Background: an optimization exercise with open tools, aiming at small area, a short achievable clock period and few clock cycles per item. Do not read the settings as production practice.
No run shown here included a check of the RTL's function; only the layout flow was run.
No activity file was given, so power comes from the tool's default toggle rates.

--- flow/run.sh ---
#!/bin/bash
# synth_recipe.tcl (not shown) runs the flow's synth.tcl, then flattens the netlist and writes it again
# the make line also repeats each setting of config.mk as NAME=value (left out here)
make -C /OpenROAD-flow-scripts/flow DESIGN_CONFIG=/design/flow/config.mk WORK_HOME=/design/flow/orfs CLKGATE_MAP_FILE= SYNTH_SCRIPT=/design/flow/synth_recipe.tcl finish
--- flow/constraint.sdc ---
create_clock -name core_clock -period 5.0 [get_ports {clk}]
set_input_delay 1.0000 -clock core_clock [delete_from_list [all_inputs] [get_ports {clk}]]
set_output_delay 1.0000 -clock core_clock [all_outputs]
set_load 0.01 [all_outputs]
--- flow/config.mk ---
export PLATFORM = sky130hd
export DESIGN_NAME = pn532_codec
export DESIGN_NICKNAME = pn532_codec
export VERILOG_FILES = /design/flow/design.v
export SDC_FILE = /design/flow/constraint.sdc
export NUM_CORES = 4
export LEC_CHECK = 0
export CAP_MARGIN = 20
export CORE_MARGIN = 2
export CORE_UTILIZATION = 40
export SLEW_MARGIN = 20
--- flow/design.v ---
module pn532_codec (
    input  wire       clk,
    input  wire       rst,
    input  wire [7:0] in_data,
    input  wire       in_valid,
    output wire       in_ready,
    output wire [7:0] out_data,
    output wire       out_valid,
    output wire       out_last,
    output wire       out_fault,
    input  wire       out_ready
);
    localparam [4:0] S_IDLE = 5'd0;    
    localparam [4:0] S_TAIL = 5'd1;    
    localparam [4:0] S_LEN  = 5'd2;    
    localparam [4:0] S_DATA = 5'd3;    
    localparam [4:0] S_SKIP = 5'd4;    
    localparam [4:0] S_DPRE = 5'd5;    
    localparam [4:0] S_DLCS = 5'd6;    
    localparam [4:0] S_DTFI = 5'd7;    
    localparam [4:0] S_DRC  = 5'd8;    
    localparam [4:0] S_DPAY = 5'd9;    
    localparam [4:0] S_DST  = 5'd10;   
    localparam [4:0] S_ECMD = 5'd11;   
    localparam [4:0] S_ELEN = 5'd12;   
    localparam [4:0] S_EPAY = 5'd13;   
    localparam [4:0] S_EH1  = 5'd16;   
    localparam [4:0] S_EH2  = 5'd17;   
    localparam [4:0] S_EH3  = 5'd18;   
    localparam [4:0] S_EH4  = 5'd19;   
    localparam [4:0] S_EH5  = 5'd20;   
    localparam [4:0] S_EH6  = 5'd21;   
    localparam [4:0] S_LO   = 5'd22;   
    localparam [4:0] S_RES  = 5'd23;   
    reg [4:0]  st;
    reg [1:0]  mode;
    reg [7:0]  rem;
    reg [15:0] acc;
    reg        f1, f4;
    reg [7:0]  o_data;
    reg        o_valid, o_last, o_fault;
    wire ob_free = !o_valid || out_ready;
    assign in_ready = !st[4] && ob_free;
    wire fire = in_valid && in_ready;
    wire m_dcs = (mode == 2'b00);
    wire m_dec = (mode == 2'b11);
    wire inv   = (mode == 2'b10);
    wire [7:0]  cx = acc[7:0] ^ in_data;
    wire [7:0]  ct = {cx[7:4] ^ cx[3:0], cx[3:0]};
    wire [15:0] crc_n = {ct[7:3], ct[2:0] ^ ct[7:5], acc[15:12] ^ ct[4:1],
                         acc[11] ^ ct[0] ^ ct[7], acc[10:8] ^ ct[6:4]};
    wire [7:0] fc     = acc[15:8];
    wire [7:0] diff   = acc[7:0] - in_data;       
    wire [7:0] rem_m1 = rem - 8'd1;
    wire [7:0] fc_m1  = fc - 8'd1;
    wire [8:0] n_p2   = {1'b0, in_data} + 9'd2;
    wire       r_last = (rem == 8'd3);
    wire       lo_z   = (acc[7:0] == 8'h00);
    wire       fc_1   = (fc == 8'h01);
    wire       n_z    = (in_data == 8'h00);
    wire op_dcs = (in_data == 8'h01);
    wire op_a   = (in_data == 8'h02);
    wire op_b   = (in_data == 8'h03);
    wire op_enc = (in_data == 8'h04);
    wire op_dec = (in_data == 8'h06);
    wire op_st  = (in_data == 8'h7E);
    wire op_rst = (in_data == 8'h7F);
    wire op_len = op_dcs || op_a || op_b || op_dec;
    wire op_ref = !(op_len || op_enc || op_st || op_rst);
    wire d_inc  = ({1'b0, rem} < {1'b0, fc} + 9'd4);
    wire d_bad  = !lo_z || (fc[7:1] == 7'd0);
    wire d_fail = d_inc || d_bad;
    wire n_lt13 = (in_data < 8'd13);
    wire is_op = (st == S_IDLE) || (st == S_TAIL);
    reg [4:0] st_n;
    always @(*) begin
        st_n = st;
        case (st)
            S_IDLE, S_TAIL: begin
                if (st == S_TAIL && ob_free)
                    st_n = S_IDLE;
                if (fire)
                    st_n = op_len ? S_LEN : op_enc ? S_ECMD :
                           op_rst ? S_IDLE : S_RES;
            end
            S_LEN: if (fire)
                st_n = m_dec ? ((n_lt13) ? (n_z ? S_IDLE : S_SKIP) : S_DPRE) :
                       n_z ? S_LO : S_DATA;
            S_DATA: if (fire && r_last) st_n = S_LO;
            S_SKIP: if (fire && r_last) st_n = S_IDLE;
            S_DPRE: if (fire && fc_1) st_n = S_DLCS;
            S_DLCS: if (fire) st_n = S_DTFI;
            S_DTFI: if (fire) st_n = d_fail ? S_SKIP : S_DRC;
            S_DRC:  if (fire) st_n = S_DPAY;
            S_DPAY: if (fire && fc_1) st_n = S_DST;
            S_DST:  if (ob_free) st_n = (fire && r_last) ? S_IDLE : S_SKIP;
            S_ECMD: if (fire) st_n = S_ELEN;
            S_ELEN: if (fire) st_n = n_p2[8] ? S_SKIP : S_EH1;
            S_EPAY: if (fire && r_last) st_n = S_LO;
            S_EH6:  if (ob_free) st_n = (rem == 8'd2) ? S_LO : S_EPAY;
            S_LO:   if (ob_free) st_n = m_dcs ? S_IDLE : S_TAIL;
            S_RES:  if (ob_free) st_n = S_IDLE;
            default: if (ob_free) st_n = st + 5'd1;    
        endcase
    end
    reg       emit, e_last, e_fault;
    reg [7:0] e_const;
    reg       s_hi, s_lo, s_in, s_dec, s_rem, s_lcs;
    wire [7:0] fbyte = {3'b000, f4, 2'b00, f1, 1'b0};
    always @(*) begin
        emit = 1'b0; e_last = 1'b0; e_fault = 1'b0; e_const = 8'h00;
        s_hi = 1'b0; s_lo = 1'b0; s_in = 1'b0; s_dec = 1'b0; s_rem = 1'b0; s_lcs = 1'b0;
        case (st)
            S_TAIL: begin emit = ob_free; e_last = 1'b1; s_hi = 1'b1; end
            S_LEN:  begin emit = fire && m_dec && n_lt13; e_last = 1'b1; e_const = 8'h03; end
            S_DTFI: begin emit = fire && d_fail; e_last = 1'b1; e_const = {6'd0, d_inc, 1'b1}; end
            S_DRC:  begin emit = fire; s_in = 1'b1; s_dec = 1'b1; end
            S_DPAY: begin emit = fire && !fc_1; s_in = 1'b1; end
            S_EPAY: begin emit = fire; s_in = 1'b1; end
            S_DST:  begin emit = ob_free; e_last = 1'b1; e_const = {6'd0, !lo_z, 1'b0}; end
            S_ELEN: begin emit = fire; e_last = n_p2[8]; e_fault = n_p2[8]; e_const = {7'd0, n_p2[8]}; end
            S_EH1:  begin emit = ob_free; end
            S_EH2:  begin emit = ob_free; e_const = 8'hFF; end
            S_EH3:  begin emit = ob_free; s_rem = 1'b1; end
            S_EH4:  begin emit = ob_free; s_lcs = 1'b1; end
            S_EH5:  begin emit = ob_free; e_const = 8'hD4; end
            S_EH6:  begin emit = ob_free; s_hi = 1'b1; end
            S_LO:   begin emit = ob_free; e_last = m_dcs; s_lo = 1'b1; end
            S_RES:  begin emit = ob_free; e_last = 1'b1; e_fault = mode[0];
                          e_const = mode[0] ? 8'h04 : fbyte; end
            default: ;
        endcase
    end
    wire [7:0] acc_byte = ((s_hi ? acc[15:8] : 8'h00) | (s_lo ? acc[7:0] : 8'h00)) ^ {8{inv}};
    wire [7:0] in_byte  = s_dec ? in_data - 8'd1 : in_data;
    wire [7:0] e_data = e_const | acc_byte | ({8{s_in}} & in_byte) |
                        ({8{s_rem}} & rem) | ({8{s_lcs}} & ~rem_m1);
    always @(posedge clk) begin
        case (st)
            S_IDLE, S_TAIL:
                if (fire && op_enc) acc[7:0] <= 8'h2C;    
            S_LEN:
                if (fire)
                    acc <= (mode == 2'b01) ? 16'h6363 :
                           (mode == 2'b10) ? 16'hFFFF :
                           (mode == 2'b11) ? 16'h0A00 : 16'h0000;
            S_DATA:
                if (fire) begin
                    acc[15:8] <= crc_n[15:8];
                    acc[7:0]  <= m_dcs ? diff : crc_n[7:0];
                end
            S_DPRE:
                if (fire) begin
                    if (fc_1) begin
                        acc[15:8] <= in_data;    
                        acc[7:0]  <= diff;       
                    end else
                        acc[15:8] <= fc_m1;
                end
            S_DLCS, S_DRC, S_EPAY:
                if (fire) acc[7:0] <= diff;
            S_DTFI, S_DPAY:
                if (fire) begin
                    acc[7:0]  <= diff;
                    acc[15:8] <= fc_m1;
                end
            S_ECMD:
                if (fire) begin
                    acc[15:8] <= in_data;
                    acc[7:0]  <= diff;
                end
            S_EH6:
                if (ob_free) acc[15:8] <= 8'h00;
            default: ;
        endcase
        if (fire) begin
            if (st == S_LEN || st == S_ELEN)
                rem <= n_p2[7:0];
            else
                rem <= rem_m1;
        end
        if (is_op && fire)
            mode <= {op_b || op_dec, !(op_dcs || op_b || op_st)};
        if (emit) begin
            o_data  <= e_data;
            o_last  <= e_last;
            o_fault <= e_fault;
        end
    end
    always @(posedge clk) begin
        if (rst) begin
            st      <= S_IDLE;
            o_valid <= 1'b0;
            f1      <= 1'b0;
            f4      <= 1'b0;
        end else begin
            st <= st_n;
            if (emit)
                o_valid <= 1'b1;
            else if (out_ready)
                o_valid <= 1'b0;
            if (is_op && fire && op_rst) begin
                f1 <= 1'b0;
                f4 <= 1'b0;
            end else begin
                if (st == S_ELEN && fire && n_p2[8])
                    f1 <= 1'b1;
                if (is_op && fire && op_ref)
                    f4 <= 1'b1;
            end
        end
    end
    assign out_data  = o_data;
    assign out_valid = o_valid;
    assign out_last  = o_last;
    assign out_fault = o_fault;
endmodule
==> flow_summary.toml, run 1 <==
[sta]
finalCritPeriodShare_pct = 72.8
drv_slew = 0
hold_violations = 0
setup_violations = 0
min_period_ns = 3.64
worst_pin_slew_ns = 0.887
clock_skew_ns = 0.0132
rsz0062_at_grt = "false"
fmax_mhz = 275
tns_ns = 0
slew_headroom_pct = 40.9
fin_hold_ws_ns = 0.564

[grt]
grt_pass1_vias = 4441
met2_usage_pct = 36.7
use_met1_pct = 34.3
overflow = 0
grt_pass1_wl_mm = 24.9
top_usage_layer = "met2"
antenna_found_initial = 1
met3_usage_pct = 7.44
grt_max_degree = 39
grt_usage_pct = 25.1

[synth]
ys_warn_count = 1
async_reset_ff_share_pct = 0
ys_types = 69
synthFlopType = "edfxtp_1"
syn-instance-count = 579
synth_area_leaders = "edfxtp_1, ha_1, xor2_1"
synth_nets = 631
synth_seq_cells = 44
yosys-top-cells-count = "nand2_1, ha_1, edfxtp_1"
synth_top_area_cell = "edfxtp_1"
netlist_area_um2 = 4790
yosysTopAreaCellShare_pct = 22.6
avgSynthCellArea_um2 = 8.28
seq_area_frac_synth_pct = 25.9
synth_edf_count = 36
yosysMostFrequentCell = "nand2_1"

[floorplan]
fp.dieW_um = 113
rows = 39
die_area_um2 = 12900
core_um2 = 11600
die_y_um = 113
io_pins = 24
start_util_pct = 41.4

[routing]
drtIter0Drc = 560
drt_pass1_iterations = 5
route.detailed.drc = 0
vias = 4779
post_drt_wl_per_cell_um = 22.0
ant_nets = 0
totalWireLength_mm = 16.0
vias_per_cell = 6.58

[worst_setup_path]
crit_slowest_cell = "clkdlybuf4s50_1"
path_cells = "clkdlybuf4s50_1, inv_1, ha_1, a21oi_1, o21bai_1, a311oi_1, or3_1, a31o_2"
cp-end-kind = "flop"
crit_path_start_kind = "input port"
cp_num_buf_inv = 2
rr_startpoint = "acc[12]$_DFFE_PP_"
reg2reg_slack_ns = 1.64
path_max_fanout = 10
cp_data_required_time_ns = 5.07
critPathKind = "input port to flop"
worst_r2r_endpoint = "st[3]$_SDFFE_PP0P_"
reg2reg_depth = 9
max_stage_delay_ns = 0.78
cpLargestDelayFamily = "buffers and inverters"
worstPathArrival_ns = 3.71

[pwr]
max-vdd-ir-drop_mv = 0.267
p_leak_nw = 1.90
power.density_nw_per_um2 = 537

[place]
dpl.cell_count = 718
hpwl_mm = 12.1
place_congestion = 0.976
portBuffers = 23

[clock_tree]
cts_max_level = 2
post_cts_buffers = 0
cts_tree = "yes"
cts_resized = 0
cts_hold_buf = 0
clk_latency_ns = 0.31
cts_root_buf = "clkbuf_16"
cts_buffers = 5
cts-root-to-sink-buffers = 2
path_clk_slew_ns = 0.08
cts_sinks = 44

[min_path]
hold_end = "f1$_SDFFE_PP0P_"
hp-start = "f1$_SDFFE_PP0P_"
min_path_type = "flop to flop"
hold_depth = 2

[run_status]
outcome = "finished clean"

[layout]
final_cells = 726
drive_gt1_share_pct = 4.80
antenna_cells = 0
n_fill_cell = 1113
fin_util_pct = 45.6
nets = 634
syn2layout_area_growth_pct = 10.1

[flow_run]
drv_cap = 0
==> flip-flops by register name (all words and copies together), names as in the netlist <==
name,count
o_fault,1
acc,16
f1,1
f4,1
st,5
o_valid,1
mode,2
o_last,1
rem,8
o_data,8
==> tightest hold or removal path: cells and delay by family, from the launching register on <==
kind | cells | cell delay [ns]
AND/OR/NAND/NOR | 2 | 0.17
flip-flops | 1 | 0.35
==> cell type report <==
| type | instances | area [um2] | area share, % |
|---|---|---|---|
| Tap cell | 143 | 179 | 3.39 |
| Clock inverter | 3 | 46.3 | 0.877 |
| Inverter | 31 | 116 | 2.21 |
| Sequential cell | 44 | 1240 | 23.5 |
| Clock buffer | 5 | 125 | 2.37 |
| Multi-Input combinational cell | 470 | 3290 | 62.3 |
| Timing Repair Buffer | 30 | 283 | 5.36 |
==> how the worst max path moves through the flow <==
stage | startpoint | to | slack, ns | cells past startpoint
finish | in_data[1] | acc[7]$_DFFE_PP_ | 1.36 | 8
global route | in_data[1] | acc[7]$_DFFE_PP_ | 1.26 | 8
global placement | in_data[1] | acc[7]$_DFFE_PP_ | 1.23 | 8
detailed placement | in_data[1] | acc[7]$_DFFE_PP_ | 1.11 | 8
floorplan | in_data[7] | acc[0]$_DFFE_PP_ | 1.65 | 6
CTS | in_data[1] | acc[7]$_DFFE_PP_ | 1.42 | 8
==> per-layer routing <==
metal / vias to the layer above / part of all wire, %
li1: 2171 / -
met1: 2245 / 42
met2: 310 / 43
met3: 51 / 11
met4: 2 / 3.7
met5: - / 0.081
==> power breakdown <==
part	switching, W	internal [W]
Sequential	0.000205	0.000613
Clock	0.000167	0.000238
Combinational	0.000955	0.000654
==> cell families (layout without fill, tap and decap cells) <==
logic type	count (synthesis)	in the layout	synth area share, %
DFF	44	44	25.9
and+or+nand+nor	206	206	22.3
muxes	7	7	1.49
buffers and inverters	65	69	5.54
adders and majority gates	40	40	10.6
xor gates and xnor gates	59	59	10.8
AOI/OAI and AO/OA	158	158	23.4
==> layout by cell type, fill, tap and decap left out, types with 7 or more instances in the layout <==
cell,netlist,final
nor2_1,34,34
nor4_1,7,7
nand3_1,24,24
a21oi_1,26,26
nor3_1,21,21
xnor2_1,28,28
edfxtp_1,36,36
nor2b_1,9,9
a221oi_1,9,9
ha_1,39,39
nand4_1,9,9
buf_4,0,7
o2111ai_1,8,8
nand2_1,54,54
clkdlybuf4s50_1,0,23
o21ai_0,32,32
nand2b_1,11,11
o21a_1,7,7
a22oi_1,12,12
xor2_1,31,31
dfxtp_1,8,8
inv_1,31,31
==> per-stage QoR <==
| step | instance area [um2] | total power, W | setup slack (ns) |
|---|---|---|---|
| after global placement | 5100 | 0.00237 | 1.23 |
| after CTS | 5280 | 0.00279 | 1.42 |
| after detailed placement | 5100 | 0.00238 | 1.11 |
| after floorplan | 4790 | 0.00188 | 1.65 |
| after global routing | 5280 | 0.00301 | 1.26 |
| final | 5280 | 0.00283 | 1.36 |
==> run 2: changes to the inputs <==
--- a/flow/config.mk
+++ b/flow/config.mk
@@ -10,2 +10,3 @@
 export CORE_UTILIZATION = 40
+export SETUP_SLACK_MARGIN = 1.5
 export SLEW_MARGIN = 20
==> run 2 against run 1 <==
Effect of this change:
- fmax rose by 8.7%
- die area stayed put
- design area increased by 0.19%
- global-route usage did not move
- area after synthesis stayed put
- largest cell class unchanged
- highest routed layer unchanged
==> flow_summary.toml, run 2 <==
[pwr]
p_comb_share_pct = 56.8
power.density_nw_per_um2 = 535
swShare_pct = 46.8
p_leak_nw = 1.92
clkPwrFrac_pct = 14.2
p_int_w = 0.00150
max-vdd-ir-drop_mv = 0.265
p_sw_w = 0.00132
pwr-share-seq_pct = 29.0
power.total_w = 0.00283

[place]
placed_area_um2 = 5100
post-place-ws_ns = 1.11
place_congestion = 0.976
hpwl_mm = 12.1
portBuffers = 23

[synth]
synth_nets = 631
yosys-top-cells-count = "nand2_1, ha_1, edfxtp_1"
ys_types = 69
synth_seq_cells = 44
seq_area_frac_synth_pct = 25.9
synth_area_leaders = "edfxtp_1, ha_1, xor2_1"
synth_top_area_cell = "edfxtp_1"
netlist_area_um2 = 4790
async_reset_ff_share_pct = 0
synth_edf_count = 36
yosysMostFrequentCell = "nand2_1"
yosysTopAreaCellShare_pct = 22.6
synthFlopType = "edfxtp_1"
avgSynthCellArea_um2 = 8.28
syn-instance-count = 579
ys_warn_count = 1

[min_path]
min_path_type = "flop to flop"
hp-start = "f1$_SDFFE_PP0P_"

[worst_setup_path]
cp_data_required_time_ns = 5.01
startpoint = "in_data[7]"
path_cells = "clkdlybuf4s50_1, or4_1, nor3_1, nand2_1, o21a_1, a211oi_1, buf_4"
crit_path_start_kind = "input port"
cp-end-kind = "flop"
worstPathArrival_ns = 3.36
rr_startpoint = "acc[10]$_DFFE_PP_"
crit_slowest_cell = "or4_1"
critPathKind = "input port to flop"
cpLargestDelayFamily = "simple AND/OR/NAND/NOR gates"
cp_num_buf_inv = 2
max_stage_delay_ns = 0.70
path_max_fanout = 10

[routing]
drt_pass1_iterations = 6
vias_per_cell = 6.59
ant_nets = 0
route.detailed.drc = 0
post_drt_wl_per_cell_um = 22.0
vias = 4785
drtIter0Drc = 642
totalWireLength_mm = 16.0

[clock_tree]
cts_tree = "yes"
cts-root-to-sink-buffers = 2
cts_root_buf = "clkbuf_16"
path_clk_slew_ns = 0.07
cts_max_level = 2
clk_latency_ns = 0.31
cts_buffers = 5
cts_sinks = 44
cts_hold_buf = 0

[layout]
antenna_cells = 0
drive_gt1_share_pct = 4.97
final_cell_area_um2 = 5290
top_regs = "acc: 16 flops, o_data: 8 flops, rem: 8 flops"
nets = 634
syn2layout_area_growth_pct = 10.3
fin_util_pct = 45.7
final_cell_mix = "nand2_1, ha_1, edfxtp_1"
largest_reg_flops = 16
layout_commonest_cell = "nand2_1"
regMostFlops = "acc"

[sta]
rsz0062_at_grt = "false"
finalCritPeriodShare_pct = 67.0
hold_violations = 0
tns_ns = 0
slew_headroom_pct = 40.0
clock_skew_ns = 0.0118
setup_ws_ns = 1.65
min_period_ns = 3.35
fmax_mhz = 299
drv_slew = 0
setup_violations = 0
worst_pin_slew_ns = 0.900

[grt]
grt_pass1_vias = 4441
grt_max_degree = 39
antenna_found_initial = 1
grt_pass1_wl_mm = 24.9
grt_usage_pct = 25.1
overflow = 0

[run_status]
outcome = "finished clean"

[floorplan]
die_area_um2 = 12900
io_pins = 24
rows = 39
start_util_pct = 41.4
core_um2 = 11600
fp.dieW_um = 113
die_y_um = 113

[flow_run]
drv_cap = 0
## run 2: worst paths after layout
check                                           end  slack (ns)  depth (start not counted)
worst min register to register      f1$_SDFFE_PP0P_        0.57                          2
worst max-delay path               acc[4]$_DFFE_PP_        1.65                          7
worst max register to register  o_data[3]$_DFFE_PP_        1.70                         10
worst min-delay path                f1$_SDFFE_PP0P_        0.57                          2
## run 2: repair_timing
item / CTS / global route
resized for setup: 1 / 3
setup buffers: 0 / 0
endpoints found under the setup margin: 1 / 3
## run 2: tightest hold or removal path, cell delays in order, from the launching register on
cell	delay, ns
dfxtp_1	0.35
nor2_1	0.13
nor2_1	0.04
## run 2: power by group through the flow
stage                     combinational, W  sequential, W  clock (W)
after floorplan                    0.00114       0.000737          0
after detailed placement           0.00157       0.000819          0
after global routing               0.00175       0.000841   0.000421
after global placement             0.00155       0.000815          0
after CTS                          0.00157       0.000813   0.000406
final                              0.00161       0.000819   0.000403
## run 2: per-layer routing
metal  GRT usage (%)  share of wire, %  vias to the layer above
li1                -                 -                     2168
met5               0             0.081                        -
met4            11.0               3.9                        2
met3            7.44                12                       52
met1            34.3                41                     2241
met2            36.7                43                      322
## run 2: cell families after synthesis
family / share of synthesized area, %
flip-flops: 25.9
buffers and inverters: 5.54
AND/OR/NAND/NOR: 22.3
AO/OA/AOI/OAI: 23.4
XOR/XNOR: 10.8
adder cells (fa/ha/maj): 10.6
multiplexers: 1.49
## run 2: cell type report
cell class	instances	area, um2
Tap cell	143	179
Timing Repair Buffer	30	287
Clock inverter	3	46.3
Sequential cell	44	1240
Fill cell	1112	6280
Multi-Input combinational cell	470	3290
Inverter	31	116
Clock buffer	5	125
## run 2: metrics by stage
step | hold WS [ns] | instances
4_1_cts | 0.556 | 726
3_3_place_gp | 0.522 | 718
6_report | 0.569 | 726
5_1_grt | 0.610 | 726
2_1_floorplan | 0.438 | 579
3_5_place_dp | 0.540 | 718
==> run 3: changes to the inputs <==
--- a/flow/config.mk
+++ b/flow/config.mk
@@ -10,3 +10,3 @@
 export CORE_UTILIZATION = 40
-export SETUP_SLACK_MARGIN = 1.5
+export SETUP_SLACK_MARGIN = 2.0
 export SLEW_MARGIN = 20
==> run 3 against run 2 <==
Effect of this change:
- synthesized cell count is the same
- count of clock-buffer cells in the layout grew 1
- first-iteration DRC count shrank 4.5%
- via count grew 1.5%
- global-route usage grew 0.55 points
- register-to-register slack gained 0.36 ns
- flip-flop and latch count is the same
- highest routed layer is now met4
- sequential power shrank 5.1%
- fmax grew 14%
- design area grew 3.7%
==> flow_summary.toml, run 3 <==
[routing]
ant_nets = 0
drtIter0Drc = 613
totalWireLength_mm = 16.5
route.detailed.drc = 0
drt_pass1_iterations = 7
post_drt_wl_per_cell_um = 22.4
vias = 4855
vias_per_cell = 6.57

[clock_tree]
clk_latency_ns = 0.30
cts_sinks = 44
cts_hold_buf = 0
cts_tree = "yes"
path_clk_slew_ns = 0.06
cts_max_level = 2
cts_buffers = 5
cts_root_buf = "clkbuf_16"
cts-root-to-sink-buffers = 2

[place]
dpl.cell_count = 718
place_congestion = 0.959
post-place-ws_ns = 1.19
hpwl_mm = 12.5
portBuffers = 23

[worst_setup_path]
max_stage_delay_ns = 0.59
path_cells = "inv_1, ha_1, nand2b_1, nor2_1, a22oi_1, xor2_1, o2111ai_1"
worstPathArrival_ns = 2.94
cp-end-kind = "flop"
crit_slowest_cell = "nor2_1"
critPathKind = "flop to flop"
cp_data_required_time_ns = 5.00
crit_path_start_kind = "flop"
reg2reg_depth = 7
path_max_fanout = 15

[layout]
final_cells = 739
final_cell_mix = "nand2_1, edfxtp_1, ha_1"
syn2layout_area_growth_pct = 14.4
antenna_cells = 0
layout_commonest_cell = "nand2_1"
drive_gt1_share_pct = 10.9
nets = 647
top_regs = "acc: 16 flops, o_data: 8 flops, rem: 8 flops"
largest_reg_flops = 16
n_fill_cell = 1111
regMostFlops = "acc"

[synth]
synth_edf_count = 36
synth_seq_cells = 44
yosysMostFrequentCell = "nand2_1"
async_reset_ff_share_pct = 0
ys_types = 69
synthFlopType = "edfxtp_1"
synth_nets = 631
avgSynthCellArea_um2 = 8.28
seq_area_frac_synth_pct = 25.9
synth_area_leaders = "edfxtp_1, ha_1, xor2_1"
syn-instance-count = 579
synth_top_area_cell = "edfxtp_1"
yosysTopAreaCellShare_pct = 22.6
netlist_area_um2 = 4790
yosys-top-cells-count = "nand2_1, ha_1, edfxtp_1"
ys_warn_count = 1

[min_path]
hold_depth = 2
min_path_type = "flop to flop"

[grt]
grt_usage_pct = 25.6
antenna_found_initial = 0
grt_max_degree = 39
grt_pass1_wl_mm = 25.6
grt_pass1_vias = 4409
overflow = 0

[sta]
setup_violations = 0
finalCritPeriodShare_pct = 58.8
fmax_mhz = 340
worst_pin_slew_ns = 0.820
hold_violations = 0
fin_hold_ws_ns = 0.563
clock_skew_ns = 0.00671
slew_headroom_pct = 45.2
drv_slew = 0
tns_ns = 0
rsz0062_at_grt = "false"
min_period_ns = 2.94
setup_ws_ns = 2.06

[flow_run]
drv_cap = 0

[run_status]
outcome = "finished clean"

[pwr]
power.density_nw_per_um2 = 536
power.total_w = 0.00294
max-vdd-ir-drop_mv = 0.245
p_leak_nw = 1.99

[floorplan]
io_pins = 24
rows = 39
core_um2 = 11600
start_util_pct = 41.4
fp.dieW_um = 113
die_y_um = 113
die_area_um2 = 12900
==> run 3: report_power, final <==
part / leakage [nW] / internal [W] / switching, W / total (W)
sequential: 0.401 / 0.000612 / 0.000164 / 0.000777
clock: 0.0808 / 0.000235 / 0.000147 / 0.000382
combinational: 1.51 / 0.000726 / 0.00105 / 0.00178
total: 1.99 / 0.00157 / 0.00136 / 0.00294
==> run 3: layer usage <==
metal	global-route usage (%)	vias up	wire length, um
met2	37.9	324	7170
met5	0	-	0
met3	3.99	46	1560
met1	38.3	2296	7300
met4	8.05	0	496
li1	-	2189	-
==> run 3: what timing repair did <==
| item | in CTS | in global routing |
|---|---|---|
| hold endpoints to repair | 0 | 0 |
| setup endpoints to repair | 35 | 38 |
| gates resized for setup | 25 | 21 |
| pin swaps | 1 | 0 |
| buffers inserted | 11 | 2 |
==> run 3: layout make-up <==
| cell class | instances | area (um2) | area share, % |
|---|---|---|---|
| clock inverter | 2 | 35.0 | 0.639 |
| sequential | 44 | 1240 | 22.6 |
| tap | 143 | 179 | 3.26 |
| multi-input combinational | 470 | 3390 | 61.8 |
| clock buffer | 6 | 129 | 2.35 |
| timing repair buffer | 43 | 387 | 7.05 |
| inverter | 31 | 124 | 2.26 |
==> run 3: kinds of logic after synthesis <==
group / synth area share, %
buf+inv: 5.54
compound gates: 23.4
flops: 25.9
simple gates: 22.3
mux: 1.49
xor+xnor: 10.8
fa+ha+maj: 10.6
==> run 3: critical path, delay by kind of cell, from the launching register on <==
| kind | cells | cell delay, ns |
|---|---|---|
| and+or+nand+nor | 2 | 0.91 |
| AOI/OAI and AO/OA | 2 | 0.44 |
| DFF | 1 | 0.37 |
| xor gates and xnor gates | 1 | 0.21 |
| adders and majority gates | 1 | 0.56 |
| buffers and inverters | 1 | 0.13 |
==> run 3: metrics by stage <==
step                      area, um2  util (%)
after detailed placement       5120      44.2
after CTS                      5430      46.9
after global routing           5480      47.4
after global placement         5120      44.2
final                          5480      47.4
after floorplan                4810         -
==> run 3: worst paths after layout <==
| check | from | endpoint | slack [ns] |
|---|---|---|---|
| worst max-delay path | st[0]$_SDFFE_PP0P_ | o_data[1]$_DFFE_PP_ | 2.06 |
| worst min-delay path | f1$_SDFFE_PP0P_ | f1$_SDFFE_PP0P_ | 0.56 |
| worst max register to register | st[0]$_SDFFE_PP0P_ | o_data[1]$_DFFE_PP_ | 2.06 |
| worst min register to register | f1$_SDFFE_PP0P_ | f1$_SDFFE_PP0P_ | 0.56 |
==> run 4: changes to the inputs <==
--- a/flow/config.mk
+++ b/flow/config.mk
@@ -10,3 +10,3 @@
 export CORE_UTILIZATION = 40
-export SETUP_SLACK_MARGIN = 2.0
+export SETUP_SLACK_MARGIN = 2.5
 export SLEW_MARGIN = 20
==> run 4 against run 3 <==
Effect of this change:
- sequential power increased by 4.4%
- design area grew 10%
- combinational power up 16%
- wire length is 5.1% higher
- synthesized cell count did not move
- total power grew 12%
- global-route usage is 1.7 points higher
- critical endpoint is now st[3]$_SDFFE_PP0P_
==> flow_summary.toml, run 4 <==
[synth]
seq_area_frac_synth_pct = 25.9
synth_edf_count = 36
synthFlopType = "edfxtp_1"
ys_types = 69
syn-instance-count = 579
avgSynthCellArea_um2 = 8.28
synth_top_area_cell = "edfxtp_1"
yosysMostFrequentCell = "nand2_1"
ys_warn_count = 1
yosysTopAreaCellShare_pct = 22.6
synth_seq_cells = 44
yosys-top-cells-count = "nand2_1, ha_1, edfxtp_1"
synth_nets = 631
synth_area_leaders = "edfxtp_1, ha_1, xor2_1"
async_reset_ff_share_pct = 0
netlist_area_um2 = 4790

[clock_tree]
cts_buffers = 5
path_clk_slew_ns = 0.08
cts_max_level = 2
cts_sinks = 44
cts_tree = "yes"
cts-root-to-sink-buffers = 2
cts_hold_buf = 0
clk_latency_ns = 0.32
cts_root_buf = "clkbuf_16"

[floorplan]
fp.dieW_um = 113
start_util_pct = 41.4
die_area_um2 = 12900
core_um2 = 11600
io_pins = 24
rows = 39
die_y_um = 113

[routing]
drtIter0Drc = 598
post_drt_wl_per_cell_um = 23.1
route.detailed.drc = 0
drt_pass1_iterations = 5
vias = 4878
vias_per_cell = 6.49
ant_nets = 0
totalWireLength_mm = 17.4

[layout]
largest_reg_flops = 16
fin_util_pct = 52.2
drive_gt1_share_pct = 23.3
n_fill_cell = 1044
layout_commonest_cell = "nand2_1"
syn2layout_area_growth_pct = 26.1
antenna_cells = 0
regMostFlops = "acc"
final_cell_mix = "nand2_1, edfxtp_1, xor2_1"
nets = 660
top_regs = "acc: 16 flops, o_data: 8 flops, rem: 8 flops"

[pwr]
power.density_nw_per_um2 = 542
max-vdd-ir-drop_mv = 0.245
power.total_w = 0.00328
p_leak_nw = 2.13

[sta]
clock_skew_ns = 0.0158
fin_hold_ws_ns = 0.550
tns_ns = 0
finalCritPeriodShare_pct = 53.4
rsz0062_at_grt = "true"
drv_slew = 0
hold_violations = 0
setup_violations = 0
min_period_ns = 2.67
slew_headroom_pct = 57.7
fmax_mhz = 375
worst_pin_slew_ns = 0.625

[grt]
grt_max_degree = 32
grt_pass1_wl_mm = 27.0
overflow = 0
grt_pass1_vias = 4645
grt_usage_pct = 27.3
antenna_found_initial = 0

[place]
portBuffers = 23
place_congestion = 0.956
hpwl_mm = 12.6

[worst_setup_path]
max_stage_delay_ns = 0.63
crit_path_start_kind = "flop"
crit_slowest_cell = "or4_1"
worstPathArrival_ns = 2.90
path_common_cell = "or3_1"
path_cells = "or4_1, nor4b_2, or3_1, o311ai_2, or3_1, a221oi_2"
path_max_fanout = 7
cp_data_required_time_ns = 5.23
cp-end-kind = "flop"
reg2reg_slack_ns = 2.33
critPathKind = "flop to flop"

[flow_run]
drv_cap = 0

[min_path]
min_path_type = "flop to flop"

[run_status]
outcome = "finished clean"
==> run 4: cell counts after synthesis <==
No cell type changed its count.
==> run 4: metal layers <==
layer / global-route usage [%] / routed length (um) / up-vias / share of wire, %
met5: 0 / 0 / - / 0
met4: 8.46 / 465 / 0 / 2.7
met3: 7.01 / 1720 / 44 / 9.9
met2: 41.3 / 7790 / 286 / 45
met1: 38.4 / 7390 / 2324 / 43
li1: - / - / 2224 / -
==> run 4: cell families (layout without fill, tap and decap cells) <==
logic type / Yosys count / after routing / share of synthesized area (%)
buffers and inverters: 65 / 94 / 5.54
AND/OR/NAND/NOR: 206 / 206 / 22.3
AO/OA/AOI/OAI: 158 / 159 / 23.4
XOR/XNOR: 59 / 59 / 10.8
multiplexers: 7 / 7 / 1.49
adder cells (fa/ha/maj): 40 / 40 / 10.6
flip-flops: 44 / 44 / 25.9
==> run 4: repair_timing <==
action,in CTS,in global routing
resized for setup,111,36
gates cloned,1,0
buffers inserted,21,7
pin swaps,19,15
endpoints found under the setup margin,67,45
==> run 4: path summary, 6_finish.rpt <==
check | from | to | cells past startpoint
hold / removal | f1$_SDFFE_PP0P_ | f1$_SDFFE_PP0P_ | 2
setup / recovery | rem[2]$_DFFE_PP_ | st[3]$_SDFFE_PP0P_ | 6
setup reg to reg | rem[2]$_DFFE_PP_ | st[3]$_SDFFE_PP0P_ | 6
hold reg to reg | f1$_SDFFE_PP0P_ | f1$_SDFFE_PP0P_ | 2
==> run 4: through the flow <==
step	worst slack (ns)	cells	cell area, um2
after floorplan	2.24	579	5040
after global placement	1.32	715	5250
after detailed placement	1.25	715	5250
after CTS	2.36	745	5860
after global routing	2.26	752	6040
final	2.33	752	6040
==> run 4: report_power, final <==
part / internal, W / leakage (nW) / switching, W
Combinational: 0.000891 / 1.65 / 0.00117
Sequential: 0.000615 / 0.402 / 0.000196
Clock: 0.000238 / 0.0804 / 0.000169
Total: 0.00174 / 2.13 / 0.00153
==> run 4: cell type report <==
| cell class | count | area (um2) | area share, % |
|---|---|---|---|
| Sequential cell | 44 | 1250 | 20.6 |
| Multi-Input combinational cell | 471 | 3800 | 63.0 |
| Clock buffer | 5 | 125 | 2.07 |
| Inverter | 31 | 130 | 2.15 |
| Tap cell | 143 | 179 | 2.96 |
| Timing Repair Buffer | 55 | 512 | 8.47 |
| Clock inverter | 3 | 46.3 | 0.766 |
==> run 4: critical path, delay by kind of cell, from the launching register on <==
kind	cells	cell delay (ns)
DFF	1	0.53
and+or+nand+nor	4	1.67
AOI/OAI and AO/OA	2	0.39

-- separate check: timing with driven ports --
The results above use ideal ports. As a check the final layouts listed here were re-extracted and re-timed, cells and wires unchanged.
Step 1: set_driving_cell puts a clkbuf_16 on clk and a buf_2 on each other input, an assumption about the parent block.
Step 2 moves the port delays by t, midway between the first and last clock arrival at a register: inputs arrive t later, outputs are due t later. That takes back most of the time a late clock gives input paths.
Three values: no drivers, after step 1, after step 2; two values: the first two.
| run | shift t [ns] | setup WS [ns] | worst register clock-pin slew, ns |
|---|---|---|---|
| run 1 | 0.343 | 1.360 / 1.374 / 1.031 | 0.08 / 0.08 |
| run 2 | 0.341 | 1.651 / 1.634 / 1.327 | 0.07 / 0.07 |
| run 3 | 0.336 | 2.058 / 2.058 / 1.755 | 0.07 / 0.07 |
| run 4 | 0.350 | 2.331 / 2.331 / 2.096 | 0.08 / 0.08 |
After both steps every run listed still meets setup and hold. For run 1, which loses most, drivers alone change the setup slack by +0.014 ns; drivers and shift together by -0.329 ns.
